This is an optimization exercise on Yosys and OpenROAD, whose aim is small area and a short achievable clock period, not a production implementation. In this exercise RTL edits were held to simulation tests only and were not proved equivalent to the original.

$ cat flow/run.sh
#!/bin/bash
# synth_recipe.tcl (not shown) runs the flow's synth.tcl, then flattens the netlist and writes it again
# the make line also repeats each setting of config.mk as NAME=value (left out here)
make -C /OpenROAD-flow-scripts/flow DESIGN_CONFIG=/design/flow/config.mk WORK_HOME=/design/flow/orfs CLKGATE_MAP_FILE= SYNTH_SCRIPT=/design/flow/synth_recipe.tcl finish
$ cat flow/config.mk
export PLATFORM = sky130hd
export DESIGN_NAME = fpcore
export DESIGN_NICKNAME = fpcore
export VERILOG_FILES = /design/flow/design.v
export SDC_FILE = /design/flow/constraint.sdc
export NUM_CORES = 4
export LEC_CHECK = 0
export CAP_MARGIN = 20
export CORE_MARGIN = 2
export CORE_UTILIZATION = 40
export SLEW_MARGIN = 20
$ cat flow/constraint.sdc
create_clock -name core_clock -period 100.0 [get_ports {clk}]
set_input_delay 20.0000 -clock core_clock [delete_from_list [all_inputs] [get_ports {clk}]]
set_output_delay 20.0000 -clock core_clock [all_outputs]
set_load 0.01 [all_outputs]
$ cat flow/design.v
module fp_unpack (
    input  wire              fmt,     
    input  wire [31:0]       w,
    input  wire              flip,    
    output wire              s,
    output wire              zero,
    output wire              inf,
    output wire              nan,
    output reg  signed [9:0] x,
    output reg  [23:0]       sig
);
    wire [7:0]  f = fmt ? w[30:23] : {3'b000, w[14:10]};
    wire [22:0] t = fmt ? w[22:0]  : {w[9:0], 13'd0};
    wire        fmax  = fmt ? (&w[30:23]) : (&w[14:10]);
    wire        fzero = (f == 8'd0);
    wire        tzero = (t == 23'd0);
    assign s    = (fmt ? w[31] : w[15]) ^ flip;
    assign zero = fzero & tzero;
    assign inf  = fmax & tzero;
    assign nan  = fmax & ~tzero;
    integer i;
    reg [4:0] k;                     
    always @* begin
        k = 5'd0;
        for (i = 0; i < 23; i = i + 1)
            if (t[i]) k = 22 - i;
        if (!fzero) begin
            x   = $signed({2'b00, f});
            sig = {1'b1, t};
        end else begin
            x   = -$signed({5'd0, k});
            sig = {t, 1'b0} << k;
        end
    end
endmodule
module fp_finish (
    input  wire              fmt,
    input  wire              spec,    
    input  wire [1:0]        cls,     
    input  wire              s,
    input  wire signed [9:0] be,
    input  wire [23:0]       m,
    input  wire              h,
    input  wire              st,
    input  wire [1:0]        rm,
    output reg  [31:0]       r
);
    localparam [1:0] RTZ = 2'd0, RNE = 2'd1, RUP = 2'd2, RDN = 2'd3;
    reg  [31:0]       ovf, sw;
    reg  signed [9:0] e1;
    reg  [23:0]       m1;
    reg               h1, st1, lsb, hr, sr;
    reg  [9:0]        sh;
    reg  [48:0]       ext;
    reg               inc;
    reg  [24:0]       m2;
    reg               big;
    always @* begin
        case (cls)
            2'd0:    sw = fmt ? 32'h7FFF_FFFE : 32'h0000_7FFE;
            2'd1:    sw = fmt ? {s, 8'hFF, 23'd0} : {16'd0, s, 5'h1F, 10'd0};
            2'd2:    sw = fmt ? {s, 31'd0} : {16'd0, s, 15'd0};
            default: sw = fmt ? {s, 8'hFF, m[22:0]} : {16'd0, s, 5'h1F, m[22:13]};
        endcase
        case (rm)
            RTZ:     big = 1'b0;
            RNE:     big = 1'b1;
            RUP:     big = ~s;
            default: big = s;
        endcase
        if (fmt)
            ovf = big ? {s, 8'hFF, 23'd0} : {s, 8'hFE, {23{1'b1}}};
        else
            ovf = big ? {16'd0, s, 5'h1F, 10'd0} : {16'd0, s, 5'h1E, {10{1'b1}}};
        e1  = be;
        m1  = m;
        h1  = h;
        st1 = st;
        if (be <= 0) begin
            sh = 1 - be;
            if (sh > 25) sh = 25;
            ext = {m, 25'd0} >> sh;
            m1  = ext[48:25];
            h1  = ext[24];
            st1 = st | h | (|ext[23:0]);
            e1  = 0;
        end
        if (fmt) begin
            lsb = m1[0];  hr = h1;     sr = st1;
        end else begin
            lsb = m1[13]; hr = m1[12]; sr = st1 | h1 | (|m1[11:0]);
        end
        case (rm)
            RTZ:     inc = 1'b0;
            RNE:     inc = hr & (sr | lsb);
            RUP:     inc = ~s & (hr | sr);
            default: inc =  s & (hr | sr);
        endcase
        m2 = {1'b0, m1[23:13], fmt ? m1[12:0] : 13'h1FFF} + inc;
        if (e1 == 0) begin
            if (m2[23]) e1 = 1;
        end else if (m2[24]) begin
            e1 = e1 + 1;
        end
        if (spec)
            r = sw;
        else if (fmt ? (be >= 255 || e1 >= 255) : (be >= 31 || e1 >= 31))
            r = ovf;
        else if (fmt)
            r = {s, e1[7:0], m2[22:0]};
        else
            r = {16'd0, s, e1[4:0], m2[22:13]};
    end
endmodule
module fp_fmt (
    input  wire [2:0]        op,
    input  wire              fmt,
    input  wire [1:0]        rm,
    input  wire              sa, a_zero, a_inf, a_nan,
    input  wire signed [9:0] xa,
    input  wire [23:0]       ma,
    input  wire              sb, b_zero, b_inf, b_nan,
    input  wire signed [9:0] xb,
    input  wire [23:0]       mb,
    input  wire [25:0]       tq,      
    input  wire              dst,     
    output reg               spec,
    output reg  [1:0]        cls,
    output reg               k_s,
    output reg  signed [9:0] k_be,
    output reg  [23:0]       k_m,
    output reg               k_h,
    output reg               k_st,
    output reg               inv
);
    localparam [2:0] OP_PASS = 3'd0, OP_MUL = 3'd1, OP_ADD = 3'd2, OP_SUB = 3'd3, OP_DIV = 3'd4;
    localparam [1:0] RDN = 2'd3;
    localparam [1:0] C_NAN = 2'd0, C_INF = 2'd1, C_ZERO = 2'd2, C_RAW = 2'd3;
    wire sx = sa ^ sb;
    wire signed [9:0] bias = fmt ? 10'sd127 : 10'sd15;
    wire [47:0]       prod  = ma * mb;
    wire signed [9:0] mul_x = xa + xb - bias;
    wire signed [9:0] mul_be = prod[47] ? mul_x + 10'sd1 : mul_x;
    wire [23:0]       mul_m  = prod[47] ? prod[47:24] : prod[46:23];
    wire              mul_h  = prod[47] ? prod[23] : prod[22];
    wire              mul_st = prod[47] ? (|prod[22:0]) : (|prod[21:0]);
    wire a_ge = (xa > xb) || ((xa == xb) && (ma >= mb));
    wire              s_big = a_ge ? sa : sb;
    wire signed [9:0] x_big = a_ge ? xa : xb;
    wire signed [9:0] x_sml = a_ge ? xb : xa;
    wire [23:0]       m_big = a_ge ? ma : mb;
    wire [23:0]       m_sml = a_ge ? mb : ma;
    wire [9:0]        dexp  = x_big - x_sml;
    wire              same_mag = (xa == xb) && (ma == mb);
    wire              eff_sub  = sa ^ sb;
    reg  [4:0]        dsat;
    reg  [50:0]       ext;
    reg  [26:0]       al;           
    reg  [27:0]       sum;
    reg  [4:0]        z;
    reg  [27:0]       nrm;
    reg  signed [9:0] add_be;
    reg  [23:0]       add_m;
    reg               add_h, add_st;
    integer           i;
    always @* begin
        dsat = (dexp > 10'd26) ? 5'd26 : dexp[4:0];
        ext  = {m_sml, 27'd0} >> dsat;
        al   = {ext[50:25], |ext[24:0]};
        sum  = eff_sub ? ({1'b0, m_big, 3'b000} - {1'b0, al})
                       : ({1'b0, m_big, 3'b000} + {1'b0, al});
        z = 5'd0;
        for (i = 0; i < 27; i = i + 1)
            if (sum[i]) z = 26 - i;
        nrm = sum << z;
        if (sum[27]) begin
            add_be = x_big + 10'sd1;
            add_m  = sum[27:4];
            add_h  = sum[3];
            add_st = |sum[2:0];
        end else begin
            add_be = x_big - $signed({5'd0, z});
            add_m  = nrm[26:3];
            add_h  = nrm[2];
            add_st = |nrm[1:0];
        end
    end
    wire signed [9:0] div_x  = xa - xb + bias;
    wire signed [9:0] div_be = tq[25] ? div_x : div_x - 10'sd1;
    wire [23:0]       div_m  = tq[25] ? tq[25:2] : tq[24:1];
    wire              div_h  = tq[25] ? tq[1] : tq[0];
    wire              div_st = tq[25] ? (tq[0] | dst) : dst;
    always @* begin
        spec = 1'b0; cls = C_ZERO; inv = 1'b0;
        k_h = 1'b0; k_st = 1'b0;
        k_s = sx; k_be = mul_be; k_m = mul_m;
        case (op)
            OP_PASS: begin
                k_s = sa; k_be = xa; k_m = ma;
                if (a_zero) begin
                    spec = 1'b1; cls = C_ZERO;
                end else if (a_inf || a_nan) begin
                    spec = 1'b1; cls = C_RAW;
                end
            end
            OP_MUL: begin
                k_h = mul_h; k_st = mul_st;
                if (a_nan || b_nan || (a_inf && b_zero) || (a_zero && b_inf)) begin
                    spec = 1'b1; cls = C_NAN;
                end else if (a_inf || b_inf) begin
                    spec = 1'b1; cls = C_INF;
                end else if (a_zero || b_zero) begin
                    spec = 1'b1; cls = C_ZERO;
                end
            end
            OP_DIV: begin
                k_be = div_be; k_m = div_m; k_h = div_h; k_st = div_st;
                if (a_nan || b_nan || (a_zero && b_zero) || (a_inf && b_inf)) begin
                    spec = 1'b1; cls = C_NAN;
                end else if (b_zero || a_inf) begin
                    spec = 1'b1; cls = C_INF;
                end else if (a_zero || b_inf) begin
                    spec = 1'b1; cls = C_ZERO;
                end
            end
            OP_ADD, OP_SUB: begin
                k_s = eff_sub ? s_big : sa;
                k_be = add_be; k_m = add_m; k_h = add_h; k_st = add_st;
                if (a_nan || b_nan || (a_inf && b_inf && (sa != sb))) begin
                    spec = 1'b1; cls = C_NAN;
                end else if (a_inf) begin
                    spec = 1'b1; cls = C_INF; k_s = sa;
                end else if (b_inf) begin
                    spec = 1'b1; cls = C_INF; k_s = sb;
                end else if (a_zero && b_zero) begin
                    spec = 1'b1; cls = C_ZERO; k_s = (sa == sb) ? sa : (rm == RDN);
                end else if (a_zero) begin
                    k_s = sb; k_be = xb; k_m = mb; k_h = 1'b0; k_st = 1'b0;
                end else if (b_zero) begin
                    k_s = sa; k_be = xa; k_m = ma; k_h = 1'b0; k_st = 1'b0;
                end else if (eff_sub && same_mag) begin
                    spec = 1'b1; cls = C_ZERO; k_s = (rm == RDN);
                end
            end
            default: begin
                spec = 1'b1; cls = C_ZERO; k_s = 1'b0; inv = 1'b1;
            end
        endcase
    end
endmodule
module fp_div_rows #(
    parameter J0 = 0,
    parameter N  = 26
) (
    input  wire [27:0] si,
    input  wire [27:0] ci,
    input  wire [27:0] d2,
    output reg  [27:0] so,
    output reg  [27:0] co,
    output reg  [25:0] qp,
    output reg  [25:0] qn
);
    reg  [27:0] s2, c2, ad;
    reg  [3:0]  p, g;
    reg         c3, y3, pos, neg;
    integer     j;
    always @* begin
        so = si;
        co = ci;
        qp = 26'd0;
        qn = 26'd0;
        for (j = J0; j < J0 + N; j = j + 1) begin
            if (j == 0) begin
                pos = 1'b1;
                neg = 1'b0;
            end else begin
                p   = so[26:23] ^ co[26:23];
                g   = so[26:23] & co[26:23];
                c3  = g[2] | (p[2] & g[1]) | (p[2] & p[1] & g[0]);
                y3  = p[3] ^ c3;
                pos = ~y3;
                neg = y3 & ~(&p);
            end
            qp[25-j] = pos;
            qn[25-j] = neg;
            s2 = {so[26:0], 1'b0};
            c2 = {co[26:0], 1'b0};
            ad = ({28{pos}} & ~d2) | ({28{neg}} & d2);
            so = s2 ^ c2 ^ ad;
            co = {((s2 & c2) | (s2 & ad) | (c2 & ad)), pos};
        end
    end
endmodule
module fp_div_end (
    input  wire [27:0] ws,
    input  wire [27:0] wc,
    input  wire [27:0] d2,
    input  wire [25:0] qp,
    input  wire [25:0] qn,
    output wire [25:0] tq,
    output wire        dst
);
    wire [27:0] wn    = ws + wc;
    wire        wneg  = wn[27];
    wire        wzero = (wn == 28'd0);
    wire        wmd   = ((wn + d2) == 28'd0);
    assign tq  = qp - qn - {25'd0, wneg};
    assign dst = ~wzero & ~wmd;
endmodule
module fpcore (
    input  wire        clk,
    input  wire [2:0]  op,       
    input  wire        fmt,      
    input  wire [1:0]  rm,       
    input  wire [31:0] a,
    input  wire [31:0] b,
    output reg  [31:0] res,
    output reg         inv
);
    wire              sa_d, az_d, ai_d, an_d, sb_d, bz_d, bi_d, bn_d;
    wire signed [9:0] xa_d, xb_d;
    wire [23:0]       ma_d, mb_d;
    fp_unpack u_a (.fmt(fmt), .w(a), .flip(1'b0), .s(sa_d), .zero(az_d),
                   .inf(ai_d), .nan(an_d), .x(xa_d), .sig(ma_d));
    fp_unpack u_b (.fmt(fmt), .w(b), .flip(op == 3'd3), .s(sb_d), .zero(bz_d),
                   .inf(bi_d), .nan(bn_d), .x(xb_d), .sig(mb_d));
    localparam integer K1 = 11;
    wire [27:0]       d2_d = {3'b000, mb_d, 1'b0};
    wire [27:0]       ws_d, wc_d;
    wire [25:0]       qp_d, qn_d;
    fp_div_rows #(.J0(0), .N(K1)) u_div1 (
        .si({4'b0000, ma_d}), .ci(28'd0), .d2(d2_d),
        .so(ws_d), .co(wc_d), .qp(qp_d), .qn(qn_d)
    );
    reg [27:0]        ws_q, wc_q;
    reg [K1-1:0]      qp_q, qn_q;
    always @(posedge clk) begin
        ws_q <= ws_d;
        wc_q <= wc_d;
        qp_q <= qp_d[25:26-K1];
        qn_q <= qn_d[25:26-K1];
    end
    reg [2:0]         op_q;
    reg               fmt_q;
    reg [1:0]         rm_q;
    reg               sa_q, az_q, ai_q, an_q, sb_q, bz_q, bi_q, bn_q;
    reg signed [9:0]  xa_q, xb_q;
    reg [23:0]        ma_q, mb_q;
    always @(posedge clk) begin
        op_q  <= op;
        fmt_q <= fmt;
        rm_q  <= rm;
        sa_q  <= sa_d; az_q <= az_d; ai_q <= ai_d; an_q <= an_d;
        sb_q  <= sb_d; bz_q <= bz_d; bi_q <= bi_d; bn_q <= bn_d;
        xa_q  <= xa_d; xb_q <= xb_d;
        ma_q  <= ma_d; mb_q <= mb_d;
    end
    wire              spec_d, s_d, h_d, st_d, inv_d;
    wire [1:0]        cls_d;
    wire signed [9:0] be_d;
    wire [23:0]       m_d;
    wire [27:0]       d2_q = {3'b000, mb_q, 1'b0};
    wire [27:0]       ws_e, wc_e;
    wire [25:0]       qp_e, qn_e, tq;
    wire              dst;
    fp_div_rows #(.J0(K1), .N(26-K1)) u_div2 (
        .si(ws_q), .ci(wc_q), .d2(d2_q),
        .so(ws_e), .co(wc_e), .qp(qp_e), .qn(qn_e)
    );
    fp_div_end u_dend (
        .ws(ws_e), .wc(wc_e), .d2(d2_q),
        .qp({qp_q, qp_e[25-K1:0]}), .qn({qn_q, qn_e[25-K1:0]}),
        .tq(tq), .dst(dst)
    );
    fp_fmt u_ar (
        .op(op_q), .fmt(fmt_q), .rm(rm_q),
        .sa(sa_q), .a_zero(az_q), .a_inf(ai_q), .a_nan(an_q), .xa(xa_q), .ma(ma_q),
        .sb(sb_q), .b_zero(bz_q), .b_inf(bi_q), .b_nan(bn_q), .xb(xb_q), .mb(mb_q),
        .tq(tq), .dst(dst),
        .spec(spec_d), .cls(cls_d), .k_s(s_d), .k_be(be_d), .k_m(m_d),
        .k_h(h_d), .k_st(st_d), .inv(inv_d)
    );
    reg               fmt_r, spec_r, s_r, h_r, st_r;
    reg [1:0]         rm_r, cls_r;
    reg signed [9:0]  be_r;
    reg [23:0]        m_r;
    always @(posedge clk) begin
        fmt_r  <= fmt_q;
        rm_r   <= rm_q;
        spec_r <= spec_d;
        cls_r  <= cls_d;
        s_r    <= s_d;
        be_r   <= be_d;
        m_r    <= m_d;
        h_r    <= h_d;
        st_r   <= st_d;
        inv    <= inv_d;
    end
    wire [31:0] r_fin;
    fp_finish u_fin (
        .fmt(fmt_r), .spec(spec_r), .cls(cls_r), .s(s_r), .be(be_r), .m(m_r),
        .h(h_r), .st(st_r), .rm(rm_r), .r(r_fin)
    );
    always @* res = r_fin;
endmodule
==> run summary <==
[per-layer routing]
metal / wire [um] / part of all wire (%) / track usage [%] / up-vias
met3: 19700 / 7.9 / 4.043 / 429
met1: 105400 / 43 / 37.60 / 31050
met2: 113600 / 46 / 45.11 / 2481
met5: 17 / 0.0069 / 0 / -
met4: 9185 / 3.7 / 9.050 / 2
li1: - / - / - / 28440
[through the flow]
step	instance area, um2	std cells
2_1_floorplan	69730	8729
3_3_place_gp	73040	10740
3_5_place_dp	73070	10740
4_1_cts	73710	10780
5_1_grt	73760	10780
6_report	73760	10780
[critical path, delay by kind of cell]
| kind | cells | cell delay (ns) |
|---|---|---|
| AOI/OAI and AO/OA | 38 | 11.09 |
| xor gates and xnor gates | 8 | 0.86 |
| adders and majority gates | 21 | 9.03 |
| buffers and inverters | 23 | 5.12 |
| muxes | 12 | 2.67 |
| and+or+nand+nor | 5 | 0.49 |
[final cells by class]
class,instances,area share [%]
tap,2325,3.944
multi-input combinational,6846,81.04
sequential,196,5.364
timing repair buffer,276,3.165
antenna,3,0.01018
clock inverter,15,0.2985
clock buffer,17,0.5767
inverter,1100,5.598
[layout by cell type (no fill, tap or decap), types with 37 or more instances in the layout]
cell type / instances
sky130_fd_sc_hd__nor2b_1: 50
sky130_fd_sc_hd__nand3_1: 159
sky130_fd_sc_hd__nand2b_1: 42
sky130_fd_sc_hd__nand4_1: 42
sky130_fd_sc_hd__xnor2_1: 206
sky130_fd_sc_hd__ha_1: 549
sky130_fd_sc_hd__fa_1: 1045
sky130_fd_sc_hd__or3_1: 41
sky130_fd_sc_hd__o21a_1: 37
sky130_fd_sc_hd__clkdlybuf4s50_1: 102
sky130_fd_sc_hd__o21ai_0: 578
sky130_fd_sc_hd__nor2_1: 516
sky130_fd_sc_hd__inv_1: 1088
sky130_fd_sc_hd__a21o_1: 109
sky130_fd_sc_hd__buf_4: 173
sky130_fd_sc_hd__nand2_1: 1116
sky130_fd_sc_hd__mux2_2: 100
sky130_fd_sc_hd__mux2i_1: 463
sky130_fd_sc_hd__nor3_1: 123
sky130_fd_sc_hd__a211oi_1: 51
sky130_fd_sc_hd__o21bai_1: 60
sky130_fd_sc_hd__xor2_1: 77
sky130_fd_sc_hd__and2_1: 195
sky130_fd_sc_hd__a21oi_1: 553
sky130_fd_sc_hd__a221oi_1: 40
sky130_fd_sc_hd__o211ai_1: 63
sky130_fd_sc_hd__dfxtp_1: 170
sky130_fd_sc_hd__and3_1: 63
[sequential cells by signal, indices dropped and copies added (netlist names), 8 cells and up]
name	flops
qp_q	8
xa_q	10
ws_q	27
wc_q	25
ma_q	24
m_r	24
mb_q	24
qn_q	10
be_r	10
xb_q	10
[kinds of logic (layout without fill, tap and decap cells)]
family,Yosys count,in the layout
buffers and inverters,1687,1408
AND/OR/NAND/NOR,2503,2503
adder cells (fa/ha/maj),1598,1598
other,0,3
XOR/XNOR,303,303
flip-flops,196,196
AO/OA/AOI/OAI,1869,1869
multiplexers,573,573
[worst max path at each step]
stage	startpoint	endpoint	slack, ns	cells past startpoint
after detailed placement	fmt	ws_q[17]$_DFF_P_	49.43	106
after CTS	fmt	ws_q[20]$_DFF_P_	49.90	107
after global routing	wc_q[24]$_DFF_P_	m_r[23]$_DFF_P_	48.18	170
after global placement	fmt	ws_q[20]$_DFF_P_	50.10	107
after floorplan	fmt	ws_q[10]$_DFF_P_	54.28	101
final	fmt	ws_q[20]$_DFF_P_	51.00	107
==> flow_summary.toml <==
[sta]
maxSlewViolCount = 0
final.setup.worst_slack_ns = 51.00
final.setup.tns_ns = 0
setup_repair_after_global_routing_missed_its_margin = "false"
setup_violations = 0
finalHoldWorstSlack_ns = 0.3978
finalCritPeriodShare_pct = 49.00
worst-slew-pin-transition_ns = 1.208
fin_skew_ns = 0.03067
final_period_minus_worst_setup_slack_ns = 49.00
max_clock_freq_mhz = 20.41
timing.final.hold_violations = 0
timing.slew.headroom_pct = 17.42

[clock_tree]
cts_root_buffer = "sky130_fd_sc_hd__clkbuf_16"
clock_slew_at_reported_path_ffs_ns = 0.08
clock_insertion_delay_worst_skew_ns = 0.54
post_cts_resized = 0
htreeDepth = 4
cts-hold-fix-buffers = 0
postCtsSetupBuffers = 0
clockBufferDepth = 2
cts-buffers-inserted = 17
clock_sinks = 196
tritoncts = "done"

[synth]
combinational_family_with_the_most_area_after_synthesis = "adder cells"
synth_simple_gate_area_share_pct = 16.42
number_of_instances_in_the_synthesized_netlist = 8729
post_synth_most_frequent_cells = "sky130_fd_sc_hd__nand2_1, sky130_fd_sc_hd__inv_1, sky130_fd_sc_hd__fa_1, sky130_fd_sc_hd__o21ai_0, sky130_fd_sc_hd__a21oi_1"
synthDominantCellAreaShare_pct = 30.00
ys.flop_type = "sky130_fd_sc_hd__dfxtp_1"
synthAdderAreaFrac_pct = 39.91
number_of_flops_mapped_to_enable_cells_by_yosys = 0
ys.warnings.count = 6
async_flop_share_pct = 0
ys_top_cells_by_area = "sky130_fd_sc_hd__fa_1, sky130_fd_sc_hd__ha_1, sky130_fd_sc_hd__mux2i_1"
syn_area_um2 = 69730
post_synth_mux_area_share_pct = 8.464
synth_area_per_cell_um2 = 7.988
synth_most_common_cell = "sky130_fd_sc_hd__nand2_1"
postSynthRegisterBits = 196
synth_area_leader_cell = "sky130_fd_sc_hd__fa_1"
synth_compound_gate_area_share_pct = 16.59
syn-num-nets = 10390
register_area_share_after_synthesis_pct = 5.627
synth_xor_xnor_area_share_pct = 3.867
synth.lib_cells_used.distinct = 117

[grt]
grt_remaining_overflow = 0
maximum_number_of_pins_on_one_net_before_global_route_repair = 72
wire_length_of_the_first_global_routing_pass_um = 383900
grt_pass1_vias = 63170
antenna_found_initial = 12
track_usage_pct = 27.67

[worst_setup_path]
critical_path_class = "in2reg"
worstReg2RegEnd = "m_r[23]$_DFF_P_"
timing.critical_path.mode_cell = "sky130_fd_sc_hd__buf_4"
crit_path_end_kind = "flip-flop"
worst_r2r_path_depth = 169
origin_of_the_critical_flop_to_flop_path = "wc_q[24]$_DFF_P_"
required_ns = 100.41
startpoint_type = "input port"
cp_slowest_cell = "sky130_fd_sc_hd__a41oi_2"
cp.arrival_ns = 49.41
critical_path.max_fanout = 71
regToRegSetupSlack_ns = 52.12
worst_path_largest_cell_delay_ns = 0.86

[placement]
port_buffers = 103
place.gp.congestion = 0.9619
detailedPlace.worstSlack_ns = 49.43
post_detail_place_hpwl_um = 189400

[cells_and_area]
regArea_um2 = 3956
area_growth_syn_to_layout_pct = 5.783
filler_cell_count = 17620
final_util_pct = 42.48
post_route_cells_drive_above_1_share_pct = 5.562
multi_input_combinational_cell_area_um2 = 59780
finish.net_count = 10100

[detailed_routing]
wire_length_per_cell_after_detailed_routing_um = 23.00
vias = 62400
vias_per_cell = 5.790
number_of_nets_with_antenna_violations_after_detailed_routing = 0
drc_viols = 0
number_of_search_and_repair_iterations_in_the_first_detailed_routing_pass = 8
drt_first_iter_violations = 5635
routed_wirelength_um = 247900

[hold_path]
worstHoldStart = "rm_q[1]$_DFF_P_"
worst_hold_path.num_cells = 0
hold_class = "reg2reg"
timing.hold.worst_endpoint = "rm_r[1]$_DFF_P_"

[die]
floorplan.die.width_um = 421.5
design.core.area_um2 = 173600
floorplan.io_pins = 104
design.die.area_um2 = 177700
initial_utilization_pct = 40.16
dieHeight_um = 421.5
placement_rows = 153

[run]
max_cap_violations = 0

[outcome]
run_status = "no timing/DRC/antenna violations"

static timing again, ports no longer ideal:
Ports are ideal in the flow. The routed layout listed here was re-timed in OpenROAD. Step 1: set_driving_cell puts a clkbuf_16 on clk and a buf_2 on each other input, an assumption about the parent block. Step 2 times the ports against the registers' clock, not the clock port: input delays grow and output delays shrink by t, the midpoint of the rising clock arrivals with the driver on. a / b / c = ideal / step 1 / step 2; a / b = the first two.
t, ns: 0.581
setup WS [ns]: 51.001 / 51.030 / 50.449
worst setup path at the end: input to register
After both steps this run still meets setup and hold. For this run, drivers alone change the setup slack by +0.029 ns; drivers and shift together by -0.552 ns.
